From an optimization exercise on the open Yosys and OpenROAD flow, aimed at small area, a short achievable clock period and few clock cycles; shortcuts taken in it are not production practice.
Where RTL was checked, it was by simulation tests only, not by an equivalence proof against the original.
No functional check of the RTL was part of runs 1 and 2.
No activity file was given, so power comes from the tool's default toggle rates.

`flow/config.mk`:
```
export PLATFORM = sky130hd
export DESIGN_NAME = hufdec
export DESIGN_NICKNAME = hufdec
export VERILOG_FILES = /design/flow/design.v
export SDC_FILE = /design/flow/constraint.sdc
export NUM_CORES = 4
export LEC_CHECK = 0
export ABC_AREA = 1
export CAP_MARGIN = 20
export CORE_MARGIN = 2
export CORE_UTILIZATION = 40
export SLEW_MARGIN = 20
```
`flow/constraint.sdc`:
```
create_clock -name core_clock -period 10.0 [get_ports {clk}]
set_input_delay 2.0000 -clock core_clock [delete_from_list [all_inputs] [get_ports {clk}]]
set_output_delay 2.0000 -clock core_clock [all_outputs]
set_load 0.01 [all_outputs]
```
`flow/design.v`:
```
module hufdec_len (
    input  wire [11:0] t,
    output wire        c2, c3, c4, c6, c8, c11, c12
);
  wire ones4 = t[11] & t[10] & t[9] & t[8];
  wire lo30  = ~t[7] & ~t[6] & ~(t[5] & t[4] & t[3] & t[2]);
  assign c2  = ~t[11] & ~t[10];
  assign c3  = ~t[11] &  t[10];
  assign c4  =  t[11] & ~t[10];
  assign c6  =  t[11] &  t[10] & ~t[9];
  assign c8  =  t[11] &  t[10] &  t[9] & ~t[8];
  assign c11 = ones4 &  lo30;
  assign c12 = ones4 & ~lo30;
endmodule
module hufdec_val (
    input  wire [11:0] t,
    input  wire        c3, c4, c6, c8, c11, c12,
    output wire [7:0]  val,
    output wire        eos
);
  wire [7:0] a = ({8{c4}}  & {7'd0, t[8]})   | ({8{c6}}  & {6'd0, t[7:6]}) |
                 ({8{c8}}  & {5'd0, t[6:4]}) | ({8{c11}} & {1'b0, t[7:1]}) |
                 ({8{c12}} & t[7:0]);
  wire       hi11 = t[7] | t[6] | t[5] | (t[4] & t[3] & t[2] & t[1]);    
  wire [7:0] b = ({8{c3}}  & (t[9] ? 8'hFF : 8'h01)) | ({8{c4}}  & (t[9] ? 8'hFD : 8'h02)) |
                 ({8{c6}}  & (t[8] ? 8'hF9 : 8'h04)) | ({8{c8}}  & (t[7] ? 8'hF1 : 8'h08)) |
                 ({8{c11}} & (hi11 ? 8'hD3 : 8'h10)) | ({8{c12}} & 8'hE3);
  wire [7:0] v = a + b;
  assign val = v;
  assign eos = c12 & (&t[7:0]);
endmodule
module hufdec (
    input  wire        clk,
    input  wire        rst,           
    input  wire        cmd_valid,
    output wire        cmd_ready,
    input  wire [1:0]  cmd_op,        
    input  wire [23:0] cmd_arg,
    output reg         out_valid,
    input  wire        out_ready,
    output reg         out_end,       
    output wire [7:0]  out_data,
    output wire [1:0]  out_reason     
);
  localparam W = 22;                  
  localparam CW = 5;
  localparam [1:0] OP_START = 2'd0, OP_BYTE = 2'd1, OP_END = 2'd2;
  reg          rdy;                   
  reg          s_v;                   
  reg  [1:0]   s_op;
  reg  [23:0]  s_arg;
  reg          run;                   
  reg  [W-1:0] bbuf;                  
  reg  [CW-1:0] cnt;
  reg  [23:0]  rem;
  reg          rem1;
  reg          out_lim;               
  reg  [7:0]   o_data;                
  reg          k_v, k_end, k_lim;     
  reg  [7:0]   k_data;
  assign cmd_ready  = rdy;
  assign out_data   = o_data;
  assign out_reason = o_data[1:0];
  wire [11:0] t = bbuf[W-1:W-12];
  wire c2, c3, c4, c6, c8, c11, c12;
  hufdec_len u_len (.t(t), .c2(c2), .c3(c3), .c4(c4), .c6(c6), .c8(c8), .c11(c11), .c12(c12));
  wire [7:0] sym;
  wire       eos;
  hufdec_val u_val (.t(t), .c3(c3), .c4(c4), .c6(c6), .c8(c8), .c11(c11), .c12(c12),
                    .val(sym), .eos(eos));
  wire en   = run & ~k_v;
  wire g2   = en & c2  & (cnt >= 2);
  wire g3   = en & c3  & (cnt >= 3);
  wire g4   = en & c4  & (cnt >= 4);
  wire g6   = en & c6  & (cnt >= 6);
  wire g8   = en & c8  & (cnt >= 8);
  wire g11  = en & c11 & (cnt >= 11);
  wire g12  = en & c12 & (cnt >= 12);
  wire go   = g2 | g3 | g4 | g6 | g8 | g11 | g12;
  wire drained = ~run | ~((c2 & (cnt >= 2)) | (c3 & (cnt >= 3)) | (c4 & (cnt >= 4)) |
                         (c6 & (cnt >= 6)) | (c8 & (cnt >= 8)) | (c11 & (cnt >= 11)) |
                         (c12 & (cnt >= 12)));
  wire s_start = s_v & (s_op == OP_START);
  wire s_byte  = s_v & (s_op == OP_BYTE);
  wire s_end   = s_v & (s_op == OP_END);
  wire ctl_ok  = drained & ~k_v;
  wire do_start = s_start & ctl_ok;
  wire do_end   = s_end & ctl_ok;
  wire room     = (cnt <= W - 8);    
  wire do_byte  = s_byte & room;
  wire s_done   = s_byte ? room : (s_start | s_end) ? ctl_ok : 1'b1;
  wire n_zero   = (s_arg == 24'd0);
  wire sym_byte = go & ~eos;
  wire stop     = (go & eos) | (sym_byte & rem1) | (do_end & run);
  wire [W-1:0] ins = do_byte ? ({s_arg[7:0], {(W-8){1'b0}}} >> cnt) : {W{1'b0}};
  wire [W-1:0] bm  = bbuf | ins;
  wire keep = ~go & ~do_start;
  wire [W-1:0] bbuf_n = ({W{keep}} & bm)        | ({W{g2}}  & (bm << 2))  |
                        ({W{g3}}  & (bm << 3))  | ({W{g4}}  & (bm << 4))  |
                        ({W{g6}}  & (bm << 6))  | ({W{g8}}  & (bm << 8))  |
                        ({W{g11}} & (bm << 11)) | ({W{g12}} & (bm << 12));
  wire [CW-1:0] ci = do_byte ? cnt + 5'd8 : cnt;
  wire [CW-1:0] cnt_d = ({CW{keep}} & ci)          | ({CW{g2}}  & (ci - 5'd2)) |
                        ({CW{g3}}  & (ci - 5'd3))  | ({CW{g4}}  & (ci - 5'd4)) |
                        ({CW{g6}}  & (ci - 5'd6))  | ({CW{g8}}  & (ci - 5'd8)) |
                        ({CW{g11}} & (ci - 5'd11)) | ({CW{g12}} & (ci - 5'd12));
  wire run_n = do_start ? ~n_zero : (run & ~stop);
  wire [CW-1:0] cnt_n = run_n ? cnt_d : {CW{1'b0}};
  wire       push   = go | (do_start & n_zero) | (do_end & run);
  wire       p_end  = ~sym_byte;
  wire       p_lim  = sym_byte & rem1;
  wire [7:0] p_data = sym_byte ? sym : {6'd0, go ? 2'd2 : do_end ? 2'd3 : 2'd1};
  wire out_take = out_valid & out_ready;
  wire out_free = ~out_valid | out_ready;
  wire fire = cmd_valid & rdy;
  wire s_v_n = fire | (s_v & ~s_done);
  wire [1:0] s_op_n = fire ? cmd_op : s_op;
  wire s_ctl_n = s_v_n & ~s_op_n[0];   
  wire s_byte_n = s_v_n & (s_op_n == OP_BYTE);
  wire k_v_n = out_take & out_lim ? k_v | push :
               out_free ? (k_v & push) : (k_v | push);
  wire fits_n = ~run_n | do_start | (keep & (ci <= W - 8)) | (g2 & (ci <= W - 6)) |
                (g3 & (ci <= W - 5)) | (g4 & (ci <= W - 4)) | (g6 & (ci <= W - 2)) |
                g8 | g11 | g12;
  wire rdy_n = s_ctl_n ? (~run_n & ~k_v_n) :
               s_byte_n ? fits_n : 1'b1;
  always @(posedge clk) begin
    if (rst) begin
      rdy       <= 1'b1;
      s_v       <= 1'b0;
      run       <= 1'b0;
      cnt       <= {CW{1'b0}};
      out_valid <= 1'b0;
      k_v       <= 1'b0;
    end else begin
      rdy <= rdy_n;
      s_v <= s_v_n;
      run <= run_n;
      cnt <= cnt_n;
      k_v <= k_v_n;
      if (out_take & out_lim)
        out_valid <= 1'b1;
      else if (out_free)
        out_valid <= k_v | push;
    end
    s_op <= s_op_n;
    if (rdy) s_arg <= cmd_arg;
    bbuf <= bbuf_n;
    if (do_start) begin
      rem  <= s_arg;
      rem1 <= (s_arg == 24'd1);
    end else if (sym_byte) begin
      rem  <= rem - 24'd1;
      rem1 <= (rem == 24'd2);
    end
    if (rst) begin
      out_end <= 1'b0;
      out_lim <= 1'b0;
      o_data  <= 8'h00;
    end else if (out_take & out_lim) begin
      out_end     <= 1'b1;
      out_lim     <= 1'b0;
      o_data[1:0] <= 2'd1;
    end else if (out_free) begin
      if (k_v) begin
        out_end <= k_end;
        out_lim <= k_lim;
        o_data  <= k_data;
      end else begin
        out_end <= p_end;
        out_lim <= p_lim;
        o_data  <= p_data;
      end
    end
    if (push) begin
      k_end  <= p_end;
      k_lim  <= p_lim;
      k_data <= p_data;
    end
  end
endmodule
```
`flow/flow/run.sh`:
```
#!/bin/bash
# Layout flow: the standard flow (standard.sh, ORFS synthesis to finish)
# with these changes, all inside synthesis mapping and timing repair:
#  - ABC maps the logic with flow/abc_area.script in place of ORFS's
#    abc_area.script; yosys's passes and the flip-flop mapping are the
#    standard ones, so the registers are the same
#  - no full-adder extraction before ABC (ADDER_MAP_FILE empty)
#  - repair_timing keeps MARGIN ns of setup slack on the 10 ns clock, so it
#    sizes and buffers for a shorter achieved period
# The clock, I/O delays and all other constraints are the design's own.
# Logs: standard.log here, each ORFS step's log under orfs/logs.
set -euo pipefail
W=$PWD
F=$W/flow
MARGIN=7.2
# ORFS's synth.tcl with the abc call given our script
sed "s#log_cmd abc {\*}\$abc_args#lset abc_args 1 $F/abc_area.script; log_cmd abc {*}\$abc_args#" \
  "$FLOW_HOME/scripts/synth.tcl" > "$W/synth_abc.tcl"
grep -q "lset abc_args 1" "$W/synth_abc.tcl"
# The standard flow's synthesis script, sourcing that copy
sed "s#source \$::env(SCRIPTS_DIR)/synth.tcl#source $W/synth_abc.tcl#" "$W/synth_recipe.tcl" > "$W/synth_top.tcl"
grep -q "synth_abc.tcl" "$W/synth_top.tcl"
bash standard.sh SYNTH_SCRIPT="$W/synth_top.tcl" ADDER_MAP_FILE= \
  SETUP_SLACK_MARGIN=$MARGIN finish > standard.log 2>&1
```
`flow/flow/abc_area.script`:
```
strash
dc2
dch -f
map
topo
stime -c
buffer -c
upsize -c
dnsize -c
```
`flow/standard.sh`:
```
#!/bin/bash
# synth_recipe.tcl (not shown) runs the flow's synth.tcl, then flattens the netlist and writes it again
# the make line also repeats each setting of config.mk as NAME=value (left out here)
make -C /OpenROAD-flow-scripts/flow DESIGN_CONFIG=/design/flow/config.mk WORK_HOME=/design/flow/orfs CLKGATE_MAP_FILE= SYNTH_SCRIPT=/design/flow/synth_recipe.tcl "${@:-finish}"
```
==> results of run 1 <==
logic make-up after synthesis:
| logic type | synth area share |
|---|---|
| compound gates | 0.250 |
| xor+xnor | 0.0168 |
| buf+inv | 0.0774 |
| flops | 0.423 |
| mux | 0.00339 |
| simple gates | 0.230 |
routing by layer:
metal	track usage	share of wire	routed length [um]
met1	0.343	0.46	9040
met3	0.0566	0.089	1740
met2	0.359	0.43	8470
met4	0.0761	0.018	343
met5	0	0	0
synthesized netlist by cell type, drive strengths merged, types with 12 or more instances:
library cell	n
a21oi	57
buf	14
o22ai	22
edfxtp	59
nor2	112
o21ai	75
inv	87
dfxtp	44
nor4	12
a22oi	12
nand3	29
clkbuf	15
nand2	118
a31oi	19
worst max-delay path by stage:
stage | to | depth (start not counted) | slack, ns | start
after floorplan | rdy | 7 | 6.84 | cmd_valid
after global placement | rem[5] | 9 | 5.69 | cnt[2]
after detailed placement | rem[7] | 9 | 5.56 | cnt[2]
after CTS | rdy | 8 | 7.11 | cmd_valid
after global routing | rdy | 8 | 7.03 | cmd_valid
final | rdy | 8 | 7.09 | cmd_valid
layout make-up:
| cell class | instances | area share |
|---|---|---|
| clock inverter | 7 | 0.00728 |
| inverter | 89 | 0.0459 |
| multi-input combinational | 559 | 0.431 |
| timing repair buffer | 86 | 0.104 |
| clock buffer | 9 | 0.0291 |
| timing repair inverter | 1 | 0.000970 |
| tap | 211 | 0.0341 |
| sequential | 103 | 0.348 |
where the power goes:
part / internal [uW] / switching, uW / leakage, uW
sequential: 479 / 43.3 / 0.000946
combinational: 85.8 / 143 / 0.00193
clock: 172 / 168 / 0.000133
sequential cells by signal (all words and copies together) (netlist names), 2 cells and up:
name and flops:
rem 24, s_arg 24, bbuf 22, k_data 8, o_data 8, cnt 5, s_op 2
stage by stage:
stage	std cells	hold WS (ns)	setup WS (ns)	area [um2]	util
2_1_floorplan	777	0.464	6.84	6300	-
3_3_place_gp	1006	0.455	5.69	6860	0.450
3_5_place_dp	1006	0.455	5.56	6860	0.450
4_1_cts	1041	0.470	7.11	7450	0.488
5_1_grt	1065	0.506	7.03	7740	0.507
6_report	1065	0.471	7.09	7740	0.507
critical path, stage by stage:
cell      delay [ns]
buf_8           0.10
nand2_8         0.06
mux2_4          0.32
nor4_4          0.13
o2111a_1        0.22
nand4_1         0.08
o21ai_1         0.14
o211ai_1        0.09
what timing repair did:
action / CTS / global route
gates cloned: 2 / 2
buffers inserted: 17 / 22
endpoints found under the setup margin: 123 / 97
pin swaps: 10 / 11
resized for setup: 116 / 24
==> impl_metrics.py, run 1 <==
metrics = {
    "status": {
        "outcome": "no timing/DRC/antenna violations",
    },
    "clock_network": {
        "cts_buffer_depth": 2,
        "cts_tree": "built",
        "numClockSinks": 103,
        "ctsHoldBuffers": 0,
        "path_clk_slew_ns": 0.07,
        "insertion_delay_ns": 0.37,
        "cts_buffers": 9,
        "cts_max_level": 3,
        "cts_root_buf": "clkbuf_16",
    },
    "routing": {
        "routedWlPerCell_um": 18.4,
        "drt_iter0_markers": 804,
        "vias_per_cell": 5.79,
        "drtPass1Iterations": 6,
        "vias": 6163,
        "drcViolationCount": 0,
        "wirelength_mm": 19.6,
        "postRouteAntennaNets": 0,
    },
    "logic_synthesis": {
        "synth_cells": 777,
        "synth.top_cells.by_area": "edfxtp_1, dfxtp_1, nand2_1, nor2_1, o21ai_0",
        "ys.warnings.count": 1,
        "async_flop_share": 0,
        "avgSynthCellArea_um2": 8.07,
        "ys_types": 62,
        "synth_edf_count": 59,
        "syn_area_um2": 6270,
        "synth_seq_cells": 103,
        "syn-num-nets": 807,
        "seq_area_frac_synth": 0.423,
        "synth_area_leader_cell": "edfxtp_1",
        "synth_ff_type": "edfxtp_1",
        "yosysTopAreaCellShare": 0.283,
    },
    "timing": {
        "period_needed_ns": 2.91,
        "post-route-period-util": 0.291,
        "clock.fmax_mhz": 344,
        "setup_viol_count_final": 0,
        "rsz0062_at_grt": "true",
        "finalSetupTns_ns": 0,
        "maxSlewViolCount": 0,
        "worstMarginPinSlew_ns": 0.778,
        "maxSlewHeadroom": 0.476,
        "skew_ns": 0.00914,
        "hold_viol_final": 0,
    },
    "layout": {
        "synthToLayoutAreaGrowth_pct": 23.4,
        "multi_input_area_um2": 3330,
        "nets": 879,
        "final_cell_mix": "nand2_1, nor2_1, inv_1, o21ai_0, edfxtp_1",
        "fillers": 1475,
        "layout-drive-gt1-share": 0.198,
        "layout_commonest_cell": "nand2_1",
        "seqCellArea_um2": 2690,
        "antenna_cells": 0,
    },
    "power": {
        "ir_drop_mv": 0.0852,
        "p_total_uw": 1090,
        "p_leak_uw": 0.00301,
        "power_density_nw_per_um2": 141,
    },
    "min_path": {
        "hold_end": "o_data[6]",
        "holdPathStages": 2,
        "min_path_type": "reg -> reg",
        "hp-start": "o_data[6]",
    },
    "worst_setup_path": {
        "rr_worst_depth": 12,
        "r2r_end": "out_valid",
        "reg2reg_from": "k_v",
        "critical_path_arrival_ns": 3.15,
        "startpoint_type": "input pin",
        "cp.required_ns": 10.24,
        "cp_max_fo": 2,
        "criticalPathCategory": "in -> reg",
        "worst-r2r-setup-slack_ns": 7.30,
        "cp-end-kind": "register",
    },
    "grt": {
        "overflow": 0,
        "antenna_found_initial": 0,
        "grt_pass1_wl_mm": 31.0,
        "first_global_vias": 5831,
        "track_usage": 0.240,
        "grt_max_degree": 26,
    },
    "placement": {
        "port_buffers": 42,
        "dpl.hpwl_mm": 13.7,
        "place.gp.congestion": 0.936,
    },
    "floorplanning": {
        "die_area_um2": 16700,
        "initial_core_util": 0.411,
        "ios": 43,
        "chipWidth_um": 129,
        "std_cell_rows": 45,
        "core-area_um2": 15300,
        "fp.dieH_um": 129,
    },
    "flow_run": {
        "cap_violations": 0,
    },
}
==> run 2: changes to the inputs <==
--- a/flow/flow/run.sh
+++ b/flow/flow/run.sh
@@ -12,7 +12,7 @@
 set -euo pipefail
 W=$PWD
 F=$W/flow
-MARGIN=7.2
+MARGIN=7.3
 # ORFS's synth.tcl with the abc call given our script
 sed "s#log_cmd abc {\*}\$abc_args#lset abc_args 1 $F/abc_area.script; log_cmd abc {*}\$abc_args#" \
   "$FLOW_HOME/scripts/synth.tcl" > "$W/synth_abc.tcl"
==> run 2 against run 1 <==
Cell count decreased by 0.28%. Largest power group unchanged. Largest cell class unchanged. Combinational power is essentially flat. Cell area about the same. Critical path depth is the same. Critical path type unchanged. Via count is 0.88% higher. Global-route usage is 0.41 points lower. Power is 0.52% higher. Sequential share of layout area barely moved. Clock power barely moved. Highest routed layer unchanged. Core utilization hardly changed.
==> impl_metrics.py, run 2 <==
metrics = {
    "timing": {
        "period_needed_ns": 2.92,
        "setup_viol_count_final": 0,
        "skew_ns": 0.00833,
        "worstMarginPinSlew_ns": 0.699,
        "maxSlewViolCount": 0,
        "maxSlewHeadroom": 0.533,
        "finalSetupTns_ns": 0,
        "clock.fmax_mhz": 342,
        "rsz0062_at_grt": "true",
        "hold_viol_final": 0,
        "post-route-period-util": 0.292,
    },
    "logic_synthesis": {
        "syn_area_um2": 6270,
        "ys_types": 62,
        "post-synth-top-count-cell": "nand2_1",
        "avgSynthCellArea_um2": 8.07,
        "synthTopCellsByCount": "nand2_1, nor2_1, inv_1, o21ai_0, edfxtp_1",
        "syn-num-nets": 807,
        "seq_area_frac_synth": 0.423,
        "ys.warnings.count": 1,
        "synth_ff_type": "edfxtp_1",
        "synth_compound_area_frac": 0.250,
        "synth_top_family_by_area": "compound AO/OA/AOI/OAI gates",
        "synth_seq_cells": 103,
        "yosys.area_share.simple": 0.230,
        "synth.top_cells.by_area": "edfxtp_1, dfxtp_1, nand2_1, nor2_1, o21ai_0",
        "async_flop_share": 0,
        "synth_xor_area_frac": 0.0168,
        "synth_edf_count": 59,
        "synth_cells": 777,
        "yosys-mux-area-fraction": 0.00339,
        "yosys.area_share.adder": 0,
        "synth_area_leader_cell": "edfxtp_1",
        "yosysTopAreaCellShare": 0.283,
    },
    "grt": {
        "track_usage": 0.236,
        "antenna_found_initial": 0,
        "first_global_vias": 5864,
        "grt_pass1_wl_mm": 30.5,
        "overflow": 0,
        "grt_max_degree": 26,
    },
    "worst_setup_path": {
        "cp_slowest_stage_delay_ns": 0.32,
        "criticalPathCategory": "in -> reg",
        "crit_start": "cmd_valid",
        "reg2reg_from": "k_v",
        "cp-end-kind": "register",
        "slowest_stage": "mux2_4",
        "critical_path_arrival_ns": 3.15,
        "startpoint_type": "input pin",
        "path_cells": "buf_8 > nand2_8 > mux2_4 > nor4_4 > o2111a_1 > nand4_1 > o21ai_1 > o211ai_1",
        "cp_max_fo": 2,
        "cp.required_ns": 10.23,
        "path_buf_inv": 1,
        "critPathTopFamily": "compound AO/OA/AOI/OAI gates",
    },
    "placement": {
        "port_buffers": 42,
        "place.gp.congestion": 0.970,
        "dpl.hpwl_mm": 13.8,
    },
    "flow_run": {
        "cap_violations": 0,
    },
    "power": {
        "p_clk_frac": 0.308,
        "internal_power_uw": 754,
        "p_switching_uw": 342,
        "p_total_uw": 1100,
        "p_leak_uw": 0.00301,
        "swShare": 0.312,
        "ir_drop_mv": 0.0877,
        "power_frac_seq": 0.483,
        "combPwrFrac": 0.209,
        "power_density_nw_per_um2": 142,
    },
    "layout": {
        "multi_input_area_um2": 3380,
        "nets": 876,
        "top_regs": "rem: 24 flops, s_arg: 24 flops, bbuf: 22 flops",
        "fin_util": 0.507,
        "layout_commonest_cell": "nand2_1",
        "layout-drive-gt1-share": 0.208,
        "seqCellArea_um2": 2690,
        "antenna_cells": 0,
        "final_cell_mix": "nand2_1, nor2_1, inv_1, o21ai_0, edfxtp_1",
        "synthToLayoutAreaGrowth_pct": 23.5,
        "fillers": 1405,
    },
    "routing": {
        "drcViolationCount": 0,
        "wirelength_mm": 19.9,
        "vias_per_cell": 5.85,
        "postRouteAntennaNets": 0,
        "routedWlPerCell_um": 18.7,
        "drt_iter0_markers": 656,
        "vias": 6217,
        "drtPass1Iterations": 5,
    },
    "clock_network": {
        "cts_max_level": 3,
        "cts_root_buf": "clkbuf_16",
        "numClockSinks": 103,
        "cts_tree": "built",
        "path_clk_slew_ns": 0.07,
        "cts_buffers": 9,
        "cts_buffer_depth": 2,
        "insertion_delay_ns": 0.35,
    },
    "min_path": {
        "hp-start": "o_data[5]",
        "min_path_type": "reg -> reg",
    },
    "floorplanning": {
        "std_cell_rows": 45,
        "initial_core_util": 0.411,
        "die_area_um2": 16700,
        "ios": 43,
        "fp.dieH_um": 129,
        "core-area_um2": 15300,
        "chipWidth_um": 129,
    },
    "status": {
        "outcome": "no timing/DRC/antenna violations",
    },
}
## run 2: cell counts after synthesis
Identical to the previous run, type by type.
## run 2: what timing repair did
| action | CTS | global route |
|---|---|---|
| cloned | 2 | 1 |
| setup endpoints to repair | 126 | 106 |
| pin swaps | 7 | 13 |
| gates resized for setup | 124 | 35 |
| buffers inserted | 19 | 20 |
| hold buffers | 0 | 0 |
## run 2: kinds of logic (layout without fill, tap and decap cells)
group | Yosys count | count (layout)
muxes | 2 | 2
buffers and inverters | 118 | 190
AOI/OAI and AO/OA | 243 | 243
and+or+nand+nor | 299 | 301
DFF | 103 | 103
xor gates and xnor gates | 12 | 12
## run 2: power by group through the flow
stage	clock (uW)	combinational, uW	sequential, uW
finish	338	229	529
global route	362	253	531
CTS	345	218	523
detailed placement	0	207	534
global placement	0	204	533
floorplan	0	152	517
## run 2: path summary, 6_finish.rpt
| path | to | slack [ns] | cells past startpoint |
|---|---|---|---|
| worst max register to register | rdy | 7.24 | 11 |
| worst min-delay path | o_data[5] | 0.47 | 2 |
| worst min register to register | o_data[5] | 0.47 | 2 |
| worst max-delay path | rdy | 7.08 | 8 |
## run 2: per-layer routing
| layer | global-route usage | share of wire | vias to the layer above |
|---|---|---|---|
| li1 | - | - | 2916 |
| met5 | 0 | 0 | - |
| met3 | 0.0425 | 0.079 | 70 |
| met1 | 0.328 | 0.45 | 2900 |
| met2 | 0.362 | 0.44 | 331 |
| met4 | 0.0972 | 0.035 | 0 |
## run 2: worst register-to-register path: stages, from the launching register on
cell and delay (ns):
dfxtp_2 0.46, clkinvlp_4 0.17, nand2_2 0.18, inv_1 0.19, o211ai_2 0.14, buf_4 0.26
clkinv_1 0.40, o21ai_0 0.27, o2111a_1 0.24, nand4_1 0.07, o21ai_1 0.17, o211ai_1 0.10
## run 2: area by class of cell
class,instances,area share
Inverter,89,0.0459
Sequential cell,103,0.348
Tap cell,211,0.0341
Timing Repair inverter,1,0.000970
Clock buffer,15,0.0360
Clock inverter,1,0.000485
Timing Repair Buffer,84,0.0976
Multi-Input combinational cell,558,0.437
## run 2: through the flow
| step | hold WS (ns) | instances | setup slack, ns | cell area (um2) |
|---|---|---|---|---|
| global route | 0.489 | 1062 | 6.99 | 7740 |
| global placement | 0.453 | 1004 | 6.03 | 6860 |
| finish | 0.471 | 1062 | 7.08 | 7740 |
| CTS | 0.471 | 1041 | 7.10 | 7460 |
| detailed placement | 0.456 | 1004 | 5.95 | 6860 |
| floorplan | 0.482 | 777 | 6.84 | 6310 |
==> run 3: changes to the inputs <==
--- a/flow/design.v
+++ b/flow/design.v
@@ -115,15 +115,15 @@
   wire fire = cmd_valid & rdy;
   wire s_v_n = fire | (s_v & ~s_done);
   wire [1:0] s_op_n = fire ? cmd_op : s_op;
-  wire s_ctl_n = s_v_n & ~s_op_n[0];   
-  wire s_byte_n = s_v_n & (s_op_n == OP_BYTE);
   wire k_v_n = out_take & out_lim ? k_v | push :
                out_free ? (k_v & push) : (k_v | push);
   wire fits_n = ~run_n | do_start | (keep & (ci <= W - 8)) | (g2 & (ci <= W - 6)) |
                 (g3 & (ci <= W - 5)) | (g4 & (ci <= W - 4)) | (g6 & (ci <= W - 2)) |
                 g8 | g11 | g12;
-  wire rdy_n = s_ctl_n ? (~run_n & ~k_v_n) :
-               s_byte_n ? fits_n : 1'b1;
+  wire ctl_ok_n = ~run_n & ~k_v_n;
+  wire rdy_new  = cmd_op[0] ? (cmd_op[1] | fits_n) : ctl_ok_n;
+  wire rdy_old  = ~(s_v & ~s_done) | (s_op[0] ? (s_op[1] | fits_n) : ctl_ok_n);
+  wire rdy_n    = fire ? rdy_new : rdy_old;
   always @(posedge clk) begin
     if (rst) begin
       rdy       <= 1'b1;
==> run 3 against run 2 <==
Synthesized area is 1.4% lower. Largest cell class unchanged. Highest routed layer unchanged. Critical path type is now reg -> out. Clock skew hardly changed. Still clean. Cell area is 4.4% lower. Cell count is 3.6% lower. Via count is 1.5% lower. Register-to-register slack better by 0.19 ns. Maximum frequency is 3.0% higher. Worst setup slack better by 0.085 ns. Combinational power is 55% lower. Non-clock buffer count is 16 lower. Global-route usage is 0.77 points lower.
==> impl_metrics.py, run 3 <==
metrics = {
    "floorplanning": {
        "initial_core_util": 0.408,
        "std_cell_rows": 45,
        "chipWidth_um": 128,
        "core-area_um2": 15100,
        "fp.dieH_um": 128,
        "ios": 43,
        "die_area_um2": 16500,
    },
    "timing": {
        "clock.fmax_mhz": 352,
        "period_needed_ns": 2.84,
        "setup_slack_ns": 7.16,
        "post-route-period-util": 0.284,
        "finalSetupTns_ns": 0,
        "hold_viol_final": 0,
        "maxSlewHeadroom": 0.550,
        "rsz0062_at_grt": "true",
        "worstMarginPinSlew_ns": 0.672,
        "setup_viol_count_final": 0,
        "maxSlewViolCount": 0,
        "skew_ns": 0.00819,
    },
    "worst_setup_path": {
        "cp_slowest_stage_delay_ns": 0.36,
        "cp-end-kind": "output pin",
        "path_buf_inv": 1,
        "critPathTopFamily": "flip-flops",
        "cp_max_fo": 2,
        "critical_path_arrival_ns": 0.84,
        "startpoint_type": "register",
        "cp.required_ns": 8.00,
        "slowest_stage": "dfxtp_4",
        "criticalPathCategory": "reg -> out",
        "path_cells": "buf_6",
    },
    "grt": {
        "grt_pass1_wl_mm": 29.3,
        "track_usage": 0.228,
        "met1_usage": 0.311,
        "overflow": 0,
        "grtUsageMet3": 0.0555,
        "top_usage_layer": "met2",
        "first_global_vias": 5716,
        "antenna_found_initial": 0,
        "grtUsageMet2": 0.353,
        "grt_max_degree": 37,
    },
    "logic_synthesis": {
        "yosysTopAreaCellShare": 0.296,
        "post-synth-top-count-cell": "nor2_1",
        "seq_area_frac_synth": 0.433,
        "synthTopCellsByCount": "nor2_1, nand2_1, inv_1, edfxtp_1, o21ai_0",
        "synth_area_leader_cell": "edfxtp_1",
        "ys_types": 60,
        "synth_ff_type": "edfxtp_1",
        "syn_area_um2": 6180,
        "synth_seq_cells": 103,
        "synth_edf_count": 61,
        "async_flop_share": 0,
        "avgSynthCellArea_um2": 7.90,
        "synth_cells": 782,
        "syn-num-nets": 812,
        "ys.warnings.count": 1,
        "synth.top_cells.by_area": "edfxtp_1, dfxtp_1, nor2_1, nand2_1, inv_1",
    },
    "routing": {
        "postRouteAntennaNets": 0,
        "vias_per_cell": 5.98,
        "wirelength_mm": 18.7,
        "routedWlPerCell_um": 18.2,
        "drtPass1Iterations": 8,
        "drcViolationCount": 0,
        "vias": 6125,
        "drt_iter0_markers": 595,
    },
    "layout": {
        "seqCellArea_um2": 2700,
        "top_regs": "rem: 24 flops, s_arg: 24 flops, bbuf: 22 flops",
        "multi_input_area_um2": 3210,
        "synthToLayoutAreaGrowth_pct": 19.8,
        "post_layout_nonfiller_instances": 1024,
        "nets": 861,
        "layout_commonest_cell": "nor2_1",
        "antenna_cells": 0,
        "final_cell_mix": "nor2_1, nand2_1, inv_1, edfxtp_1, o21ai_0",
        "layout-drive-gt1-share": 0.178,
        "fillers": 1470,
    },
    "placement": {
        "dp_cells": 983,
        "dpl.hpwl_mm": 13.3,
        "place_ws_ns": 5.89,
        "place.gp.congestion": 0.969,
        "port_buffers": 42,
    },
    "clock_network": {
        "cts_buffer_depth": 2,
        "path_clk_slew_ns": 0.07,
        "cts_max_level": 3,
        "numClockSinks": 103,
        "insertion_delay_ns": 0.37,
        "cts_buffers": 9,
        "cts_tree": "built",
        "ctsHoldBuffers": 0,
        "cts_root_buf": "clkbuf_16",
    },
    "min_path": {
        "min_path_type": "reg -> reg",
    },
    "status": {
        "outcome": "no timing/DRC/antenna violations",
    },
    "power": {
        "p_leak_uw": 0.00286,
        "p_total_uw": 939,
        "ir_drop_mv": 0.0838,
        "power_density_nw_per_um2": 127,
    },
    "flow_run": {
        "cap_violations": 0,
    },
}
==> run 3: area by class of cell <==
cell class,instances,area share
multi-input combinational,559,0.434
sequential,103,0.365
timing repair buffer,68,0.0833
inverter,89,0.0463
tap,188,0.0318
clock buffer,9,0.0304
clock inverter,7,0.00896
timing repair inverter,1,0.00101
==> run 3: metal layers <==
metal | vias up | wire length, um
met4 | 0 | 415
met1 | 2900 | 8280
met3 | 43 | 1400
met5 | - | 0
li1 | 2893 | -
met2 | 289 | 8570
==> run 3: path summary, 6_finish.rpt <==
kind / from / to / slack (ns) / depth (start not counted)
setup / recovery: rdy / cmd_ready / 7.16 / 1
hold / removal: o_data[2] / o_data[2] / 0.47 / 2
setup reg to reg: s_op[1] / bbuf[18] / 7.43 / 11
hold reg to reg: o_data[2] / o_data[2] / 0.47 / 2
==> run 3: timing repair <==
action / CTS / global route
resized for setup: 113 / 34
gates cloned: 1 / 0
buffers inserted: 14 / 10
setup endpoints to repair: 125 / 116
pin swaps: 10 / 6
==> run 3: cells by family after synthesis <==
family,Yosys count,synth area share
xor+xnor,8,0.0113
flops,103,0.433
simple gates,319,0.232
buf+inv,120,0.0784
compound gates,231,0.244
mux,1,0.00162
==> run 3: stage by stage <==
stage | area, um2 | hold slack [ns] | util
floorplan | 6200 | 0.462 | -
global placement | 6710 | 0.455 | 0.443
detailed placement | 6710 | 0.459 | 0.443
CTS | 7230 | 0.475 | 0.477
global route | 7400 | 0.500 | 0.489
finish | 7400 | 0.471 | 0.489
==> run 3: where the power goes <==
| part | total (uW) | internal (uW) | switching (uW) |
|---|---|---|---|
| Clock | 352 | 175 | 177 |
| Sequential | 484 | 464 | 20.5 |
| Combinational | 102 | 39.7 | 62.7 |
Testbench counts of run 3, summed over its fixed seeds: cycles 52,649.
==> run 4: changes to the inputs <==
==> flow/flow/abc_area.script (replaced) <==
strash
dc2
dch -f
map
topo
stime -c
upsize -c
dnsize -c
==> run 4 against run 3 <==
Cell count barely moved. Synthesized area fell by 3.4%. Count of clock-buffer cells in the layout did not move. Synthesized cell count fell by 3.7%. Clock power rose by 4%. Via count fell by 1.3%. Core utilization rose by 2.3 points. Critical path depth did not move. Maximum frequency fell by 0.51%. Largest power group unchanged.
==> impl_metrics.py, run 4 <==
metrics = {
    "layout": {
        "layout_commonest_cell": "nor2_1",
        "top_regs": "rem: 24 flops, s_arg: 24 flops, bbuf: 22 flops",
        "antenna_cells": 0,
        "nets": 864,
        "synthToLayoutAreaGrowth_pct": 24.6,
        "seqCellArea_um2": 2710,
        "fillers": 1435,
        "multi_input_area_um2": 3160,
        "layout-drive-gt1-share": 0.176,
        "final_cell_mix": "nor2_1, nand2_1, clkinv_1, edfxtp_1, o21ai_0",
    },
    "timing": {
        "finalSetupTns_ns": 0,
        "hold_viol_final": 0,
        "clock.fmax_mhz": 351,
        "rsz0062_at_grt": "true",
        "setup_viol_count_final": 0,
        "maxSlewHeadroom": 0.542,
        "post-route-period-util": 0.285,
        "skew_ns": 0.00675,
        "period_needed_ns": 2.85,
        "maxSlewViolCount": 0,
        "worstMarginPinSlew_ns": 0.681,
    },
    "clock_network": {
        "cts_root_buf": "clkbuf_16",
        "path_clk_slew_ns": 0.07,
        "cts_max_level": 3,
        "ctsHoldBuffers": 0,
        "numClockSinks": 103,
        "insertion_delay_ns": 0.36,
        "cts_buffer_depth": 2,
        "cts_tree": "built",
        "cts_buffers": 9,
    },
    "power": {
        "power_density_nw_per_um2": 128,
        "p_total_uw": 954,
        "ir_drop_mv": 0.0925,
        "p_leak_uw": 0.00264,
    },
    "floorplanning": {
        "chipWidth_um": 126,
        "core-area_um2": 14500,
        "fp.dieH_um": 126,
        "ios": 43,
        "die_area_um2": 15900,
        "initial_core_util": 0.411,
        "std_cell_rows": 44,
    },
    "logic_synthesis": {
        "seq_area_frac_synth": 0.448,
        "post-synth-top-count-cell": "nor2_1",
        "synth_ff_type": "edfxtp_1",
        "synth_edf_count": 61,
        "synth.top_cells.by_area": "edfxtp_1, dfxtp_1, nor2_1, nand2_1, o21ai_0",
        "ys_types": 54,
        "syn_area_um2": 5970,
        "avgSynthCellArea_um2": 7.93,
        "synthTopCellsByCount": "nor2_1, nand2_1, clkinv_1, edfxtp_1, o21ai_0",
        "synth_seq_cells": 103,
        "ys.warnings.count": 1,
        "async_flop_share": 0,
        "yosysTopAreaCellShare": 0.307,
        "synth_area_leader_cell": "edfxtp_1",
        "syn-num-nets": 783,
        "synth_cells": 753,
    },
    "worst_setup_path": {
        "worst-r2r-setup-slack_ns": 7.38,
        "critPathTopFamily": "flip-flops",
        "criticalPathCategory": "reg -> out",
        "startpoint_type": "register",
        "path_buf_inv": 1,
        "slowest_stage": "dfxtp_4",
        "cp.required_ns": 8.00,
        "path_cells": "buf_6",
        "cp_slowest_stage_delay_ns": 0.37,
        "critical_path_arrival_ns": 0.85,
        "cp_max_fo": 2,
        "cp-end-kind": "output pin",
    },
    "grt": {
        "grt_max_degree": 37,
        "overflow": 0,
        "antenna_found_initial": 0,
        "grt_pass1_wl_mm": 29.1,
        "first_global_vias": 5645,
        "track_usage": 0.227,
    },
    "routing": {
        "wirelength_mm": 18.3,
        "drtPass1Iterations": 6,
        "drcViolationCount": 0,
        "routedWlPerCell_um": 17.9,
        "postRouteAntennaNets": 0,
        "vias": 6048,
        "vias_per_cell": 5.91,
        "drt_iter0_markers": 628,
    },
    "status": {
        "outcome": "no timing/DRC/antenna violations",
    },
    "placement": {
        "dpl.hpwl_mm": 12.9,
        "port_buffers": 42,
        "place.gp.congestion": 0.969,
    },
    "min_path": {
        "min_path_type": "reg -> reg",
    },
    "flow_run": {
        "cap_violations": 0,
    },
}
run 4: per-stage QoR:
step	setup slack (ns)	util	hold WS (ns)	std cells	area [um2]
2_1_floorplan	7.03	-	0.476	753	5980
3_3_place_gp	6.41	0.455	0.450	977	6620
3_5_place_dp	6.38	0.455	0.455	977	6620
4_1_cts	7.14	0.494	0.473	1008	7180
5_1_grt	7.12	0.512	0.486	1023	7440
6_report	7.15	0.512	0.470	1023	7440
run 4: logic make-up (layout without fill, tap and decap cells):
group | count (synthesis) | in the layout | share of synthesized area
compound gates | 231 | 231 | 0.246
xor+xnor | 8 | 8 | 0.0117
buf+inv | 91 | 177 | 0.0593
flops | 103 | 103 | 0.448
mux | 1 | 1 | 0.00168
simple gates | 319 | 319 | 0.233
run 4: per-layer routing:
metal	global-route usage	vias to the layer above	wire [um]
li1	-	2917	-
met1	0.313	2829	8230
met2	0.360	257	8340
met3	0.0361	45	1230
met4	0.0873	0	516
met5	0	-	0
run 4: layout make-up:
class                   instances  area share
clock buffers                   9      0.0303
clock inverters                 7      0.0109
inverters                      89      0.0501
multi-input cells             559       0.425
flip-flops and latches        103       0.364
well taps                     184      0.0309
repair buffers                 71      0.0879
repair inverters                1    0.000673
run 4: power breakdown:
| part | internal [uW] | switching (uW) | leakage [uW] |
|---|---|---|---|
| combinational | 41.5 | 62.1 | 0.00153 |
| clock | 198 | 168 | 0.000147 |
| sequential | 464 | 21.2 | 0.000962 |
run 4: final timing paths:
path	depth (start not counted)	endpoint	start
worst max-delay path	1	cmd_ready	rdy
worst min-delay path	2	o_data[7]	o_data[7]
worst max register to register	12	bbuf[12]	cnt[0]
worst min register to register	2	o_data[7]	o_data[7]
run 4: what timing repair did:
action,in CTS,in global routing
gates cloned,1,0
pin swaps,8,12
resized for setup,121,50
setup buffers,14,15
endpoints found under the setup margin,118,109
==> run 5: changes to the inputs <==
--- a/flow/flow/run.sh
+++ b/flow/flow/run.sh
@@ -12,7 +12,7 @@
 set -euo pipefail
 W=$PWD
 F=$W/flow
-MARGIN=7.3
+MARGIN=7.2
 # ORFS's synth.tcl with the abc call given our script
 sed "s#log_cmd abc {\*}\$abc_args#lset abc_args 1 $F/abc_area.script; log_cmd abc {*}\$abc_args#" \
   "$FLOW_HOME/scripts/synth.tcl" > "$W/synth_abc.tcl"
==> run 5 against run 4 <==
Combinational power hardly changed. Still clean on timing, DRC and antenna. Cell count is 0.39% lower. Worst setup slack worse by 0.0020 ns. Largest power group unchanged. Clock skew is 0.0031 ns higher. Core utilization is 0.94 points lower. Largest cell class unchanged. Non-clock buffer count is 3 lower. Global-route usage is 0.22 points higher. Sequential power hardly changed. Register-to-register slack worse by 0.06 ns. Highest routed layer unchanged. Count of clock-buffer cells in the layout is 1 higher. Sequential cell count stayed put.
==> impl_metrics.py, run 5 <==
metrics = {
    "logic_synthesis": {
        "synth_edf_count": 61,
        "synth_xor_area_frac": 0.0117,
        "async_flop_share": 0,
        "avgSynthCellArea_um2": 7.93,
        "post-synth-top-count-cell": "nor2_1",
        "syn-num-nets": 783,
        "synth.top_cells.by_area": "edfxtp_1, dfxtp_1, nor2_1, nand2_1, o21ai_0",
        "ys_types": 54,
        "synth_cells": 753,
        "ys.warnings.count": 1,
        "synth_ff_type": "edfxtp_1",
        "synth_compound_area_frac": 0.246,
        "synth_seq_cells": 103,
        "synth_area_leader_cell": "edfxtp_1",
        "yosys.area_share.simple": 0.233,
        "yosys-mux-area-fraction": 0.00168,
        "yosys.area_share.adder": 0,
        "synthTopCellsByCount": "nor2_1, nand2_1, clkinv_1, edfxtp_1, o21ai_0",
        "seq_area_frac_synth": 0.448,
        "syn_area_um2": 5970,
        "synth_top_family_by_area": "compound AO/OA/AOI/OAI gates",
        "yosysTopAreaCellShare": 0.307,
    },
    "grt": {
        "overflow": 0,
        "grt_pass1_wl_mm": 29.4,
        "grt_max_degree": 37,
        "antenna_found_initial": 0,
        "track_usage": 0.229,
        "first_global_vias": 5703,
    },
    "floorplanning": {
        "die_area_um2": 15900,
        "fp.dieH_um": 126,
        "chipWidth_um": 126,
        "core-area_um2": 14500,
        "std_cell_rows": 44,
        "initial_core_util": 0.411,
        "ios": 43,
    },
    "layout": {
        "synthToLayoutAreaGrowth_pct": 22.4,
        "nets": 860,
        "antenna_cells": 0,
        "top_regs": "rem: 24 flops, s_arg: 24 flops, bbuf: 22 flops",
        "final_cell_mix": "nor2_1, nand2_1, clkinv_1, edfxtp_1, o21ai_0",
        "layout_commonest_cell": "nor2_1",
        "layout-drive-gt1-share": 0.164,
    },
    "placement": {
        "place_ws_ns": 6.40,
        "dpl.hpwl_mm": 13.2,
        "port_buffers": 42,
        "place.gp.congestion": 0.951,
    },
    "timing": {
        "skew_ns": 0.00983,
        "post-route-period-util": 0.285,
        "period_needed_ns": 2.85,
        "finalSetupTns_ns": 0,
        "maxSlewHeadroom": 0.494,
        "setup_slack_ns": 7.15,
        "rsz0062_at_grt": "true",
        "clock.fmax_mhz": 350,
        "worstMarginPinSlew_ns": 0.752,
        "maxSlewViolCount": 0,
        "hold_viol_final": 0,
        "setup_viol_count_final": 0,
    },
    "clock_network": {
        "numClockSinks": 103,
        "cts_tree": "built",
        "insertion_delay_ns": 0.36,
        "ctsHoldBuffers": 0,
        "cts_buffer_depth": 2,
        "path_clk_slew_ns": 0.07,
        "cts_max_level": 3,
        "cts_root_buf": "clkbuf_16",
        "cts_buffers": 9,
    },
    "routing": {
        "route.met2.wl_mm": 8.47,
        "routedWlPerCell_um": 18.3,
        "wl_met3_mm": 1.36,
        "wirelength_met1_mm": 8.20,
        "wirelength_mm": 18.6,
        "top_layer_used": "met4",
        "vias_per_cell": 5.97,
        "vias": 6081,
        "drtPass1Iterations": 6,
        "drcViolationCount": 0,
        "postRouteAntennaNets": 0,
        "drt_iter0_markers": 536,
    },
    "worst_setup_path": {
        "path_cells": "buf_6",
        "slowest_stage": "dfxtp_4",
        "critical_path_arrival_ns": 0.85,
        "cp-end-kind": "output pin",
        "cp_max_fo": 2,
        "criticalPathCategory": "reg -> out",
        "cp.required_ns": 8.00,
        "path_buf_inv": 1,
        "cp_slowest_stage_delay_ns": 0.39,
        "startpoint_type": "register",
        "critPathTopFamily": "flip-flops",
    },
    "min_path": {
        "min_path_type": "reg -> reg",
    },
    "power": {
        "power_density_nw_per_um2": 130,
        "p_switching_uw": 248,
        "combPwrFrac": 0.107,
        "swShare": 0.261,
        "power_frac_seq": 0.510,
        "p_clk_frac": 0.383,
        "internal_power_uw": 701,
        "p_leak_uw": 0.00259,
        "ir_drop_mv": 0.0704,
    },
    "status": {
        "outcome": "no timing/DRC/antenna violations",
    },
    "flow_run": {
        "cap_violations": 0,
    },
}
==> run 5: cell count changes in the layout (fill, tap and decap cells not counted), moves of 3 or more <==
cell and change:
clkinv_4 -3, inv_6 +3, nor2_1 +3, nor2_4 -5
==> run 5: layout make-up <==
class	instances	area [um2]
Timing Repair Buffer	68	627
Tap cell	184	230
Multi-Input combinational cell	559	3100
Inverter	89	345
Sequential cell	103	2700
Clock buffer	10	229
Fill cell	1429	7230
Clock inverter	6	68.8
==> run 5: power by group through the flow <==
stage | clock network, uW | logic, uW | registers [uW]
after floorplan | 0 | 62.2 | 487
after global placement | 0 | 93.7 | 492
after detailed placement | 0 | 94.0 | 493
after CTS | 369 | 98.3 | 483
after global routing | 385 | 113 | 486
final | 364 | 102 | 483
==> run 5: cell families (layout without fill, tap and decap cells) <==
kind of cell    Yosys count  after routing
flops                   103            103
buf+inv                  91            173
xor+xnor                  8              8
simple gates            319            319
mux                       1              1
compound gates          231            231
==> run 5: timing repair <==
item	CTS	global route
gates resized for setup	111	38
setup endpoints to repair	117	103
pin swaps	6	3
buffers inserted	18	7
==> run 5: stage by stage <==
step	util	power (uW)	hold slack [ns]	area, um2	instances
CTS	0.493	950	0.470	7160	1012
global placement	0.455	586	0.451	6620	978
finish	0.503	949	0.469	7300	1019
detailed placement	0.455	587	0.455	6620	978
global route	0.503	984	0.489	7300	1019
floorplan	-	549	0.458	5980	753
==> run 5: per-layer routing <==
layer,global-route usage,vias to the layer above
met4,0.0950,0
met3,0.0361,48
met2,0.363,267
met1,0.314,2855
met5,0,-
li1,-,2911
==> run 5: final timing paths <==
kind | cells past startpoint | start | slack, ns | end
setup / recovery | 1 | rdy | 7.15 | cmd_ready
hold / removal | 2 | o_data[2] | 0.47 | o_data[2]
setup reg to reg | 12 | cnt[4] | 7.32 | bbuf[12]
hold reg to reg | 2 | o_data[2] | 0.47 | o_data[2]
==> run 6: changes to the inputs <==
==> flow/flow/abc_area.script (replaced) <==
strash
dc2
dch -f
map
topo
stime -c
buffer -c
upsize -c
dnsize -c
==> run 6 against run 5 <==
Still clean. Routed wire length fell by 0.30%. Die area rose by 3.4%. Clock power rose by 6.6%. Combinational power barely moved. First-iteration DRC count rose by 37%. Global-route usage fell by 0.17 points. Count of clock-buffer cells in the layout fell by 1. Via count rose by 1.3%. Maximum frequency barely moved. Critical path type unchanged. Critical endpoint unchanged. Largest power group unchanged.
==> impl_metrics.py, run 6 <==
metrics = {
    "placement": {
        "place.gp.congestion": 0.929,
        "dp_cells": 983,
        "dpl.hpwl_mm": 13.3,
        "place_ws_ns": 5.87,
        "port_buffers": 42,
    },
    "clock_network": {
        "cts_buffer_depth": 2,
        "cts_max_level": 3,
        "numClockSinks": 103,
        "cts_root_buf": "clkbuf_16",
        "cts_buffers": 9,
        "ctsHoldBuffers": 0,
        "path_clk_slew_ns": 0.08,
        "insertion_delay_ns": 0.37,
        "cts_tree": "built",
    },
    "power": {
        "power_frac_seq": 0.496,
        "combPwrFrac": 0.105,
        "internal_power_uw": 706,
        "swShare": 0.275,
        "ir_drop_mv": 0.0819,
        "p_switching_uw": 268,
        "power_density_nw_per_um2": 132,
        "p_leak_uw": 0.00285,
        "p_clk_frac": 0.399,
    },
    "worst_setup_path": {
        "path_buf_inv": 1,
        "cp_max_fo": 2,
        "criticalPathCategory": "reg -> out",
        "cp-end-kind": "output pin",
        "cp_slowest_stage_delay_ns": 0.36,
        "cp.required_ns": 8.00,
        "startpoint_type": "register",
        "path_cells": "buf_6",
        "slowest_stage": "dfxtp_4",
        "critical_path_arrival_ns": 0.85,
        "critPathTopFamily": "flip-flops",
    },
    "logic_synthesis": {
        "synthTopCellsByCount": "nor2_1, nand2_1, inv_1, edfxtp_1, o21ai_0",
        "syn-num-nets": 812,
        "synth_area_leader_cell": "edfxtp_1",
        "yosysTopAreaCellShare": 0.296,
        "synth.top_cells.by_area": "edfxtp_1, dfxtp_1, nor2_1, nand2_1, inv_1",
        "ys.warnings.count": 1,
        "avgSynthCellArea_um2": 7.90,
        "syn_area_um2": 6180,
        "synth_seq_cells": 103,
        "synth_cells": 782,
        "ys_types": 60,
        "synth_edf_count": 61,
        "post-synth-top-count-cell": "nor2_1",
        "synth_ff_type": "edfxtp_1",
        "async_flop_share": 0,
        "seq_area_frac_synth": 0.433,
    },
    "timing": {
        "setup_viol_count_final": 0,
        "rsz0062_at_grt": "true",
        "maxSlewHeadroom": 0.402,
        "post-route-period-util": 0.285,
        "skew_ns": 0.00717,
        "clock.fmax_mhz": 351,
        "maxSlewViolCount": 0,
        "setup_slack_ns": 7.15,
        "hold_viol_final": 0,
        "worstMarginPinSlew_ns": 0.887,
        "holdWs_ns": 0.468,
        "finalSetupTns_ns": 0,
        "period_needed_ns": 2.85,
    },
    "min_path": {
        "min_path_type": "reg -> reg",
    },
    "layout": {
        "layout-drive-gt1-share": 0.162,
        "nets": 863,
        "antenna_cells": 0,
        "fillers": 1469,
        "post_layout_nonfiller_instances": 1026,
        "seqCellArea_um2": 2700,
        "layout_commonest_cell": "nor2_1",
        "fin_util": 0.487,
        "synthToLayoutAreaGrowth_pct": 19.3,
        "multi_input_area_um2": 3120,
        "final_cell_mix": "nor2_1, nand2_1, inv_1, edfxtp_1, o21ai_0",
        "top_regs": "rem: 24 flops, s_arg: 24 flops, bbuf: 22 flops",
    },
    "routing": {
        "drtPass1Iterations": 6,
        "route.met2.wl_mm": 8.28,
        "drt_iter0_markers": 736,
        "routedWlPerCell_um": 18.1,
        "wl_met3_mm": 1.44,
        "wirelength_mm": 18.6,
        "postRouteAntennaNets": 0,
        "drcViolationCount": 0,
        "vias": 6158,
        "wirelength_met1_mm": 8.19,
        "vias_per_cell": 6.00,
        "top_layer_used": "met4",
    },
    "grt": {
        "first_global_vias": 5837,
        "grt_max_degree": 37,
        "antenna_found_initial": 0,
        "track_usage": 0.228,
        "grt_pass1_wl_mm": 29.4,
        "overflow": 0,
    },
    "floorplanning": {
        "chipWidth_um": 128,
        "ios": 43,
        "fp.dieH_um": 128,
        "std_cell_rows": 45,
        "die_area_um2": 16500,
        "core-area_um2": 15100,
        "initial_core_util": 0.408,
    },
    "flow_run": {
        "cap_violations": 0,
    },
    "status": {
        "outcome": "no timing/DRC/antenna violations",
    },
}
## run 6: cell count changes in the layout (fill, tap and decap cells not counted), moves of 3 or more
cell,before,now
clkinv_2,4,0
inv_2,10,7
dfxtp_1,25,28
o21ai_1,9,5
clkinv_1,74,0
inv_1,0,78
nor2_2,10,6
## run 6: per-layer routing
layer / up-vias / GRT usage
met5: - / 0
met4: 0 / 0.109
met3: 60 / 0.0355
met2: 322 / 0.357
met1: 2877 / 0.308
li1: 2899 / -
## run 6: path summary, 6_finish.rpt
| check | from | depth (start not counted) | slack [ns] | end |
|---|---|---|---|---|
| min reg2reg | o_data[5] | 2 | 0.47 | o_data[5] |
| max reg2reg | s_op[1] | 11 | 7.23 | bbuf[15] |
| min | o_data[5] | 2 | 0.47 | o_data[5] |
| max | rdy | 1 | 7.15 | cmd_ready |
## run 6: final cells by class
cell class	instances	share of cell area
tap	188	0.0319
sequential	103	0.366
multi-input combinational	559	0.424
clock buffer	9	0.0305
inverter	89	0.0473
clock inverter	7	0.0126
timing repair buffer	70	0.0874
timing repair inverter	1	0.000679
## run 6: power by group through the flow
stage          sequential, uW  combinational [uW]  clock [uW]
6_report                  483                 103         388
5_1_grt                   486                 111         409
4_1_cts                   484                98.1         394
3_5_place_dp              494                95.4           0
3_3_place_gp              493                94.8           0
2_1_floorplan             485                69.0           0
## run 6: stage by stage
stage,instance area (um2),power (uW)
after floorplan,6200,554
after global placement,6710,588
after detailed placement,6710,590
after CTS,7200,976
after global routing,7370,1010
final,7370,974
## run 6: cell families (layout without fill, tap and decap cells)
logic type,Yosys count,in the layout,synth area share
DFF,103,103,0.433
AOI/OAI and AO/OA,231,231,0.244
muxes,1,1,0.00162
and+or+nand+nor,319,319,0.232
xor gates and xnor gates,8,8,0.0113
buffers and inverters,120,176,0.0784
## run 6: timing repair
action	CTS	global route
gates cloned	1	0
setup endpoints to repair	123	88
resized for setup	103	22
setup buffers	12	14
pin swaps	5	6
==> run 7: changes to the inputs <==
==> flow/flow/abc_area.script (replaced) <==
strash
dc2
dch -f
map -B 0.9
topo
stime -c
buffer -c
upsize -c
dnsize -c
==> run 7 against run 6 <==
Critical path depth is 1 higher. Core utilization is 1.7 points higher. Still clean on timing, DRC and antenna. Largest power group unchanged. Critical endpoint unchanged. Via count is 1.9% lower.
==> impl_metrics.py, run 7 <==
metrics = {
    "clock_network": {
        "cts_buffer_depth": 2,
        "insertion_delay_ns": 0.36,
        "cts_max_level": 3,
        "path_clk_slew_ns": 0.07,
        "cts_buffers": 9,
        "ctsHoldBuffers": 0,
        "cts_root_buf": "clkbuf_16",
        "numClockSinks": 103,
        "cts_tree": "built",
    },
    "logic_synthesis": {
        "synthTopCellsByCount": "nand2_1, nor2_1, inv_1, edfxtp_1, o21ai_0",
        "synth_xor_area_frac": 0.00419,
        "ys.warnings.count": 1,
        "synth.top_cells.by_area": "edfxtp_1, dfxtp_1, nand2_1, nor2_1, inv_1",
        "synth_edf_count": 61,
        "post-synth-top-count-cell": "nand2_1",
        "async_flop_share": 0,
        "synth_top_family_by_area": "simple AND/OR/NAND/NOR gates",
        "synth_area_leader_cell": "edfxtp_1",
        "syn_area_um2": 6260,
        "synth_seq_cells": 103,
        "synth_ff_type": "edfxtp_1",
        "seq_area_frac_synth": 0.427,
        "avgSynthCellArea_um2": 7.63,
        "yosys-mux-area-fraction": 0.00320,
        "synth_cells": 821,
        "yosysTopAreaCellShare": 0.292,
        "ys_types": 56,
        "yosys.area_share.simple": 0.277,
        "syn-num-nets": 851,
        "synth_compound_area_frac": 0.208,
        "yosys.area_share.adder": 0,
    },
    "power": {
        "swShare": 0.253,
        "power_frac_seq": 0.497,
        "power_density_nw_per_um2": 128,
        "ir_drop_mv": 0.0861,
        "internal_power_uw": 732,
        "p_clk_frac": 0.393,
        "p_leak_uw": 0.00323,
        "combPwrFrac": 0.109,
        "p_switching_uw": 248,
    },
    "floorplanning": {
        "ios": 43,
        "fp.dieH_um": 129,
        "chipWidth_um": 129,
        "std_cell_rows": 45,
        "initial_core_util": 0.411,
        "die_area_um2": 16700,
        "core-area_um2": 15300,
    },
    "timing": {
        "hold_viol_final": 0,
        "setup_viol_count_final": 0,
        "holdWs_ns": 0.465,
        "worstMarginPinSlew_ns": 0.886,
        "setup_slack_ns": 7.05,
        "clock.fmax_mhz": 339,
        "maxSlewViolCount": 0,
        "period_needed_ns": 2.95,
        "finalSetupTns_ns": 0,
        "skew_ns": 0.0141,
        "maxSlewHeadroom": 0.405,
        "post-route-period-util": 0.295,
        "rsz0062_at_grt": "true",
    },
    "grt": {
        "overflow": 0,
        "grt_max_degree": 49,
        "track_usage": 0.223,
        "antenna_found_initial": 0,
        "grt_pass1_wl_mm": 29.4,
        "first_global_vias": 5736,
    },
    "routing": {
        "postRouteAntennaNets": 0,
        "vias": 6042,
        "routedWlPerCell_um": 16.7,
        "wirelength_mm": 18.3,
        "vias_per_cell": 5.53,
        "drtPass1Iterations": 5,
        "drcViolationCount": 0,
        "drt_iter0_markers": 516,
    },
    "status": {
        "outcome": "no timing/DRC/antenna violations",
    },
    "placement": {
        "place.gp.congestion": 0.946,
        "dpl.hpwl_mm": 12.7,
        "place_ws_ns": 6.16,
        "port_buffers": 42,
        "placed_area_um2": 6880,
    },
    "layout": {
        "nets": 907,
        "top_regs": "rem: 24 flops, s_arg: 24 flops, bbuf: 22 flops",
        "layout_commonest_cell": "nand2_1",
        "final_area_um2": 7690,
        "layout-drive-gt1-share": 0.172,
        "multi_input_area_um2": 3260,
        "final_cell_mix": "nand2_1, nor2_1, inv_1, edfxtp_1, o21ai_0",
        "synthToLayoutAreaGrowth_pct": 22.7,
        "seqCellArea_um2": 2700,
        "fillers": 1520,
        "antenna_cells": 0,
    },
    "flow_run": {
        "cap_violations": 0,
    },
    "worst_setup_path": {
        "critical_path_arrival_ns": 0.95,
        "cp_slowest_stage_delay_ns": 0.36,
        "rr_worst_depth": 16,
        "startpoint_type": "register",
        "r2r_end": "rdy",
        "worstSetupEndpoint": "cmd_ready",
        "slowest_stage": "dfxtp_4",
        "worst-r2r-setup-slack_ns": 7.30,
        "crit_start": "rdy",
        "cp_max_fo": 2,
        "path_cells": "buf_12 > buf_6",
        "cp.required_ns": 8.00,
        "criticalPathCategory": "reg -> out",
        "reg2reg_from": "cnt[2]",
        "cp-end-kind": "output pin",
    },
    "min_path": {
        "min_path_type": "reg -> reg",
    },
}
run 7: cell count changes in the layout (fill, tap and decap cells not counted), sizes merged, moves of 4 or more:
| cell | delta |
|---|---|
| a221oi | -6 |
| a22oi | -10 |
| a21oi | +4 |
| inv | +7 |
| nand2 | +66 |
| nor2 | -16 |
| nand3 | +7 |
run 7: per-stage QoR:
| step | total power, uW | cells | util |
|---|---|---|---|
| final | 981 | 1093 | 0.504 |
| after global routing | 1020 | 1093 | 0.504 |
| after CTS | 982 | 1079 | 0.488 |
| after detailed placement | 596 | 1052 | 0.451 |
| after global placement | 596 | 1052 | 0.451 |
| after floorplan | 558 | 821 | - |
run 7: what timing repair did:
action                                  4_1_cts  5_1_grt
gates resized for setup                     122       33
endpoints found under the setup margin       92       89
endpoints found under the hold margin         0        0
gates cloned                                  2        1
buffers inserted                              9       13
pin swaps                                     9        7
run 7: worst min-delay path by stage:
stage              start        end  slack [ns]  depth (start not counted)
2_1_floorplan        s_v        s_v        0.46                          2
3_3_place_gp   o_data[7]  o_data[7]        0.45                          2
3_5_place_dp   o_data[2]  o_data[2]        0.46                          2
4_1_cts        o_data[2]  o_data[2]        0.47                          2
5_1_grt        o_data[5]  o_data[5]        0.51                          2
6_report       o_data[3]  o_data[3]        0.46                          2
run 7: final cells by class:
cell class	instances	area share
Multi-Input combinational cell	591	0.424
Sequential cell	103	0.352
Timing Repair Buffer	70	0.0954
Inverter	102	0.0529
Tap cell	211	0.0343
Clock buffer	11	0.0316
Clock inverter	5	0.0104
run 7: cells by family (layout without fill, tap and decap cells):
kind of cell,count (synthesis),after routing
and+or+nand+nor,375,376
AOI/OAI and AO/OA,210,210
buffers and inverters,128,188
DFF,103,103
xor gates and xnor gates,3,3
muxes,2,2
run 7: worst max-delay path: cells and delay by family (launching register included):
| kind | cells | cell delay (ns) |
|---|---|---|
| buf+inv | 2 | 0.24 |
| flops | 1 | 0.36 |
run 7: power by group through the flow:
stage	combinational, uW	sequential (uW)	clock [uW]
3_3_place_gp	99.9	496	0
2_1_floorplan	70.4	487	0
5_1_grt	120	490	406
6_report	107	488	386
3_5_place_dp	100	496	0
4_1_cts	103	487	393
run 7: metal layers:
layer / vias up / track usage / part of all wire
met1: 2760 / 0.305 / 0.46
li1: 2992 / - / -
met2: 250 / 0.346 / 0.45
met5: - / 0 / 0
met3: 40 / 0.0590 / 0.073
met4: 0 / 0.0748 / 0.021
==> run 8: changes to the inputs <==
==> flow/flow/abc_area.script (replaced) <==
strash
dc2
dch -f
map
topo
stime -c
buffer -c
upsize -c
dnsize -c
--- a/flow/config.mk
+++ b/flow/config.mk
@@ -8,5 +8,5 @@
 export ABC_AREA = 1
 export CAP_MARGIN = 20
 export CORE_MARGIN = 2
-export CORE_UTILIZATION = 40
+export CORE_UTILIZATION = 50
 export SLEW_MARGIN = 20
==> run 8 against run 7 <==
Still clean on timing, DRC and antenna. Cell count decreased by 7.9%. Clock skew decreased by 0.0082 ns. Cell area decreased by 4.3%. Register-to-register slack about the same. Clock power decreased by 7.5%. Routed wire length increased by 2.8%. Die area decreased by 20%. Via count increased by 2.6%. Non-clock buffer count increased by 1. Sequential share of layout area increased by 1.5 points.
==> impl_metrics.py, run 8 <==
metrics = {
    "status": {
        "outcome": "no timing/DRC/antenna violations",
    },
    "layout": {
        "layout_commonest_cell": "nor2_1",
        "top_regs": "rem: 24 flops, s_arg: 24 flops, bbuf: 22 flops",
        "final_cell_mix": "nor2_1, nand2_1, inv_1, edfxtp_1, o21ai_0",
        "synthToLayoutAreaGrowth_pct": 19.0,
        "final_area_um2": 7350,
        "multi_input_area_um2": 3150,
        "layout-drive-gt1-share": 0.169,
        "antenna_cells": 0,
        "seqCellArea_um2": 2700,
        "nets": 864,
        "fillers": 1075,
    },
    "logic_synthesis": {
        "yosysTopAreaCellShare": 0.296,
        "seq_area_frac_synth": 0.433,
        "synth_area_leader_cell": "edfxtp_1",
        "ys_types": 60,
        "synth_ff_type": "edfxtp_1",
        "synth.top_cells.by_area": "edfxtp_1, dfxtp_1, nor2_1, nand2_1, inv_1",
        "synth_cells": 782,
        "async_flop_share": 0,
        "syn-num-nets": 812,
        "post-synth-top-count-cell": "nor2_1",
        "syn_area_um2": 6180,
        "synth_edf_count": 61,
        "ys.warnings.count": 1,
        "synth_seq_cells": 103,
        "synthTopCellsByCount": "nor2_1, nand2_1, inv_1, edfxtp_1, o21ai_0",
        "avgSynthCellArea_um2": 7.90,
    },
    "grt": {
        "grt_max_degree": 37,
        "antenna_found_initial": 0,
        "first_global_vias": 5846,
        "overflow": 0,
        "track_usage": 0.291,
        "grt_pass1_wl_mm": 30.0,
    },
    "worst_setup_path": {
        "startpoint_type": "register",
        "worst-r2r-setup-slack_ns": 7.30,
        "criticalPathCategory": "reg -> out",
        "critical_path_arrival_ns": 0.90,
        "slowest_stage": "dfxtp_2",
        "cp-end-kind": "output pin",
        "timing.critical_path.mode_cell": "buf_6",
        "r2r_end": "bbuf[15]",
        "path_cells": "buf_6 > buf_6",
        "cp_max_fo": 2,
        "cp.required_ns": 8.00,
        "rr_worst_depth": 11,
        "reg2reg_from": "s_op[1]",
        "cp_slowest_stage_delay_ns": 0.33,
    },
    "power": {
        "combPwrFrac": 0.111,
        "ir_drop_mv": 0.111,
        "p_switching_uw": 246,
        "p_clk_frac": 0.377,
        "internal_power_uw": 700,
        "power_frac_seq": 0.512,
        "p_leak_uw": 0.00287,
        "swShare": 0.260,
        "power_density_nw_per_um2": 129,
    },
    "clock_network": {
        "cts_max_level": 3,
        "cts_buffers": 9,
        "ctsHoldBuffers": 0,
        "cts_tree": "built",
        "cts_root_buf": "clkbuf_16",
        "insertion_delay_ns": 0.35,
        "cts_buffer_depth": 2,
        "numClockSinks": 103,
        "path_clk_slew_ns": 0.07,
    },
    "routing": {
        "wirelength_mm": 18.8,
        "postRouteAntennaNets": 0,
        "vias": 6197,
        "drtPass1Iterations": 7,
        "drcViolationCount": 0,
        "drt_iter0_markers": 633,
        "routedWlPerCell_um": 18.7,
        "vias_per_cell": 6.15,
    },
    "min_path": {
        "min_path_type": "reg -> reg",
        "holdPathStages": 2,
        "hp-start": "o_data[7]",
        "hold_end": "o_data[7]",
    },
    "timing": {
        "period_needed_ns": 2.90,
        "post-route-period-util": 0.290,
        "setup_viol_count_final": 0,
        "clock.fmax_mhz": 344,
        "maxSlewViolCount": 0,
        "setup_slack_ns": 7.10,
        "rsz0062_at_grt": "true",
        "skew_ns": 0.00587,
        "hold_viol_final": 0,
        "maxSlewHeadroom": 0.527,
        "finalSetupTns_ns": 0,
        "worstMarginPinSlew_ns": 0.703,
    },
    "floorplanning": {
        "initial_core_util": 0.512,
        "chipWidth_um": 115,
        "ios": 43,
        "fp.dieH_um": 115,
        "std_cell_rows": 40,
        "die_area_um2": 13300,
        "core-area_um2": 12100,
    },
    "placement": {
        "port_buffers": 42,
        "place.gp.congestion": 0.960,
        "placed_area_um2": 6700,
        "dpl.hpwl_mm": 13.4,
        "place_ws_ns": 6.01,
    },
    "flow_run": {
        "cap_violations": 0,
    },
}
run 8: layout make-up:
type	count	share of cell area
clock buffer	9	0.0306
clock inverter	7	0.00970
inverter	89	0.0466
multi-input combinational	559	0.428
sequential	103	0.367
tap	168	0.0286
timing repair buffer	71	0.0886
timing repair inverter	1	0.000681
run 8: per-stage QoR:
step / hold slack (ns) / instances / total power [uW] / util
final: 0.470 / 1007 / 946 / 0.610
after CTS: 0.469 / 1001 / 947 / 0.601
after floorplan: 0.458 / 782 / 554 / -
after global placement: 0.454 / 965 / 590 / 0.555
after detailed placement: 0.456 / 965 / 590 / 0.555
after global routing: 0.483 / 1007 / 979 / 0.610
run 8: worst max path at each step:
stage | cells past startpoint | from | to
4_1_cts | 2 | o_data[1] | out_data[1]
6_report | 2 | o_data[1] | out_data[1]
2_1_floorplan | 10 | cmd_valid | rdy
5_1_grt | 2 | o_data[1] | out_data[1]
3_5_place_dp | 11 | cnt[2] | rem[8]
3_3_place_gp | 11 | cnt[2] | rem[8]
run 8: layer usage:
metal  track usage  part of all wire
met1         0.368              0.40
met2         0.482              0.48
met3        0.0422             0.078
met4         0.157             0.045
met5             0                 0
run 8: cell families (layout without fill, tap and decap cells):
kind of cell | Yosys count | after routing | synth area share
buf+inv | 120 | 177 | 0.0784
flops | 103 | 103 | 0.433
simple gates | 319 | 319 | 0.232
xor+xnor | 8 | 8 | 0.0113
mux | 1 | 1 | 0.00162
compound gates | 231 | 231 | 0.244
run 8: power groups by stage:
stage	clock, uW	sequential, uW	combinational (uW)
2_1_floorplan	0	485	69.0
3_3_place_gp	0	493	96.8
3_5_place_dp	0	493	96.7
6_report	357	484	105
4_1_cts	362	483	102
5_1_grt	378	486	116
run 8: timing repair:
| action | CTS | global route |
|---|---|---|
| setup endpoints to repair | 112 | 120 |
| pin swaps | 7 | 4 |
| gates cloned | 1 | 0 |
| setup buffers | 19 | 6 |
| resized for setup | 104 | 27 |
run 8: critical path, delay by kind of cell, from the launching register on:
family	cells	cell delay [ns]
buf+inv	2	0.22
flops	1	0.33

==> port drivers added, routing unchanged <==
No port has a modelled driver above. Below, the same layouts with a new extraction and two added sets of constraints.
Step 1 assumes that a clkbuf_16 drives the clock port and a buf_2 every other input.
Step 2, shift: input delay + t, output delay - t, t = (earliest + latest rising clock arrival at the registers) / 2. This alone moves slack from input paths to output paths.
Slacks: ideal ports / drivers / drivers and shift; pairs: ideal ports / drivers.
run | t (ns) | setup slack, ns
run 1 | 0.404 | 7.089 / 7.089 / 6.685
run 2 | 0.391 | 7.077 / 7.078 / 6.687
run 3 | 0.404 | 7.163 / 7.119 / 6.815
run 4 | 0.397 | 7.148 / 7.106 / 6.859
run 5 | 0.392 | 7.146 / 7.105 / 6.875
run 6 | 0.409 | 7.148 / 7.105 / 6.833
run 7 | 0.398 | 7.053 / 7.009 / 6.764
run 8 | 0.389 | 7.095 / 7.056 / 6.811
After both steps setup and hold are still met in every run listed.
